This design comes from an exercise in tuning for small area, a short achievable clock period and few clock cycles per item on the open sky130 flow, not from production work.
In this exercise RTL edits were held to simulation tests only and were not proved equivalent to the original.
The clock port is modelled as an ideal driver; clocking choices that lean on that would not hold on a real chip.

==> branch garnet <==
// csg_gen
module csg_gen (
    input  wire         clk,
    input  wire         rst_n,
    input  wire         start,
    input  wire         op_seed,
    input  wire [127:0] seed_x,
    input  wire [129:0] seed_u,
    output wire         done,
    output wire [127:0] x_out
);
clock: 10.0 ns
lec_check: 0
cap_margin: 40
core_margin: 2
core_utilization: 60
slew_margin: 40
synth_hierarchical: 1
synth_minimum_keep_size: 0
standard.sh (not shown) runs the stock make flow with config.mk's settings and CLKGATE_MAP_FILE= SYNTH_SCRIPT=/design/flow/synth_recipe.tcl, a recipe that flattens the netlist after the stock synthesis.
==> flow/flow/run.sh <==
#!/bin/bash
# Standard ORFS layout (the standard.sh), with two changes in how the layout is made:
#  - ports are buffered with buf_2 cells instead of the default delay-cell buffers;
#  - timing repair (after CTS and after global routing) aims at a setup margin below the
#    clock period, without the footprint restriction, so it sizes the critical paths.
# The clock, the SDC and everything else are the standard flow's.
set -euo pipefail
here=$(pwd)
export BUFFER_PORTS_ARGS="-buffer_cell sky130_fd_sc_hd__buf_2"
export PRE_CTS_TCL=$here/flow/repair.tcl
export PRE_GLOBAL_ROUTE_TCL=$here/flow/repair.tcl
bash standard.sh > "$here/standard.log" 2>&1
==> flow/flow/repair.tcl <==
proc repair_timing_helper { args } {
  set fa [get_cells -quiet -filter "ref_name =~ sky130_fd_sc_hd__fa_* || ref_name =~ sky130_fd_sc_hd__ha_*" *]
  set_dont_touch $fa
  log_cmd repair_timing -setup_margin 5.75 -hold_margin 0 -repair_tns 100 {*}$args -verbose
  unset_dont_touch $fa
  repair_design_helper
}
==> inputs of branch yarrow, as changes to branch garnet <==
--- a/flow/design.v
+++ b/flow/design.v
@@ -14,13 +14,13 @@
     reg [130:0] mreg;       
     reg [131:0] acc_s, acc_c;
     reg [15:0]  rs, rc;
     reg         cy;
     reg [16:0]  dq;         
     reg [7:0]   bneg;       
-    reg         st_idle, st_p1, st_res1, st_p2, st_fin, st_sload, st_redo;
+    reg         st_idle, st_p1, st_res1, st_p2, st_fin, st_sload;
     reg [3:0]   cnt;        
     reg         exact;
     reg         initsel;    
     reg         ibias;      
     reg         p1last;
     reg         done_q;
@@ -1990,13 +1990,13 @@
     wire acc_next = st_idle & start & ~op_seed;
     wire fin_ok   = st_fin & ~redo;
     reg       n_idle, n_p1, n_res1, n_p2, n_fin;
     reg [3:0] n_cnt;
     always @(*) begin
         n_idle = (st_idle & ~start) | fin_ok | st_sload;
-        n_p1   = acc_next | (st_p1 & (cnt != 4'd7)) | st_redo;
+        n_p1   = acc_next | (st_p1 & (cnt != 4'd7)) | redo;
         n_res1 = st_p1 & (cnt == 4'd7);
         n_p2   = st_res1 | (st_p2 & (cnt != (exact ? 4'd15 : 4'd8)));
         n_fin  = st_p2 & (cnt == (exact ? 4'd15 : 4'd8));
         if (acc_next | st_p1 | st_p2)
             n_cnt = cnt + 4'd1;
         else if (n_idle)
@@ -2053,16 +2053,16 @@
         else if (acc_next | st_p1)
             dnext = p1dig;
         else if (st_res1)
             dnext = exact ? {lo[31:16], 1'b0} : {big[15:0], 1'b0};
         else if (st_p2)
             dnext = exact ? {lo[31:16], dq[16]} : {x_q[15:0], dq[16]};
+        else if (redo)
+            dnext = {xs_lo[15:0], 1'b0};
         else if (st_fin)
             dnext = xs_res[63:47];
-        else if (st_redo)
-            dnext = {xs_lo[15:0], 1'b0};
         else
             den = 1'b0;
     end
     wire nflip = ~(rst_n & n_p2);
     wire [7:0] e_neg;
     generate
@@ -2080,16 +2080,16 @@
         else if (st_sload)
             mnext = m3_of(xs);
         else if (acc_next | st_p1)
             mnext = p1m;
         else if (st_res1)
             mnext = {1'b0, u_q};
+        else if (redo)
+            mnext = m0_of(xs_lo);
         else if (st_fin)
             mnext = m3_of(xs_res);
-        else if (st_redo)
-            mnext = m0_of(xs_lo);
         else
             men = 1'b0;
     end
     always @(posedge clk) begin
         if (den) begin
             dq   <= dnext;
@@ -2110,13 +2110,12 @@
             st_idle <= 1'b1;
             st_p1   <= 1'b0;
             st_res1 <= 1'b0;
             st_p2   <= 1'b0;
             st_fin  <= 1'b0;
             st_sload <= 1'b0;
-            st_redo <= 1'b0;
             cnt     <= 4'd3;
             exact   <= 1'b0;
             initsel <= 1'b1;
             ibias   <= 1'b1;
             p1last  <= 1'b0;
             done_q  <= 1'b0;
@@ -2125,29 +2124,28 @@
             st_idle <= n_idle;
             st_p1   <= n_p1;
             st_res1 <= n_res1;
             st_p2   <= n_p2;
             st_fin  <= n_fin;
             st_sload <= acc_seed;
-            st_redo <= redo;
             cnt     <= n_cnt;
-            initsel <= n_idle | st_res1 | st_redo;
+            initsel <= n_idle | st_res1 | redo;
             ibias   <= n_idle;
             p1last  <= n_p1 & (n_cnt == 4'd7);
             done_q  <= st_sload | fin_ok;
             if (redo)
                 exact <= 1'b1;
             else if (st_fin)
                 exact <= 1'b0;
             if (acc_seed)
                 x_q <= seed_x;
-            else if (st_res1 | st_fin)
+            else if (st_res1 | fin_ok)
                 x_q <= res;
             else if (st_p2)
                 x_q <= {lo[15:0], x_q[127:16]};
-            else if (st_redo)
+            else if (redo)
                 x_q <= lo;
             if (st_idle)
                 lo <= x_q;
             else if (exact & (st_p1 | st_res1))
                 lo <= {big[15:0], lo[127:16]};
             else if (exact & st_p2)
==> flow/flow/repair.tcl (replaced) <==
proc repair_timing_helper { args } {
  set fa [get_cells -quiet -filter "ref_name =~ sky130_fd_sc_hd__fa_* || ref_name =~ sky130_fd_sc_hd__ha_*" *]
  set_dont_touch $fa
  log_cmd repair_timing -setup_margin 5.9 -hold_margin 0 -repair_tns 100 {*}$args -verbose
  unset_dont_touch $fa
  repair_design_helper
}
==> impl_metrics.env <==
export IMPL_syn_avg_cell_area_sq_um=9.13
export IMPL_outcome="no timing/DRC/antenna violations"
export IMPL_rr_startpoint="st_fin"
export IMPL_m1WireLength_mm=154
export IMPL_drive_above_1_share=0.157
export IMPL_hpwl_mm=333
export IMPL_synth_seq_area_share=0.207
export IMPL_slowest_stage="dfxtp_4"
# the run above: branch garnet

==> impl_metrics.env <==
export IMPL_ys_ff_latch=849
export IMPL_rr_startpoint="acc_s[94]"
export IMPL_outcome="no timing/DRC/antenna violations"
export IMPL_hpwl_mm=334
export IMPL_synth_seq_area_share=0.205
export IMPL_m1WireLength_mm=157
export IMPL_grt_pass1_vias=88500
export IMPL_drive_above_1_share=0.190
# the run above: branch yarrow

Testbench counts of branch garnet, summed over its fixed seeds: cycles 25,664, draws 1,600.
Testbench counts of branch yarrow, summed over its fixed seeds: cycles 25,664, draws 1,600.

-- what the ideal ports hide --
How much do the figures lean on ideal ports? The routed layouts below were timed once more, with nothing changed but the port constraints.
Step 1: set_driving_cell puts a clkbuf_16 on clk and a buf_2 on each other input, an assumption about the parent block.
Step 2 adds t to the input delays and takes it off the output delays; t is the mean of the earliest and latest rising clock arrival at the registers after step 1. Input paths then give back, and output paths get back, about the clock's delay inside the block.
a / b / c = ideal ports / drivers / drivers and shift; a / b = the first two.
| run | t, ns | slack for setup (ns) | latest minus earliest clock arrival (ns) | slew at the worst register clock pin (ns) | worst data-port slew with drivers (ns) |
|---|---|---|---|---|---|
| branch garnet | 0.849 | 5.629 / 5.629 / 4.785 | 0.055 / 0.055 | 0.07 / 0.07 | 0.20 |
| branch yarrow | 0.863 | 5.727 / 5.727 / 4.982 | 0.040 / 0.039 | 0.07 / 0.07 | 0.19 |
After both steps every run listed still meets setup and hold. For branch garnet, which loses most, drivers alone change the setup slack by 0.000 ns; drivers and shift together by -0.844 ns.
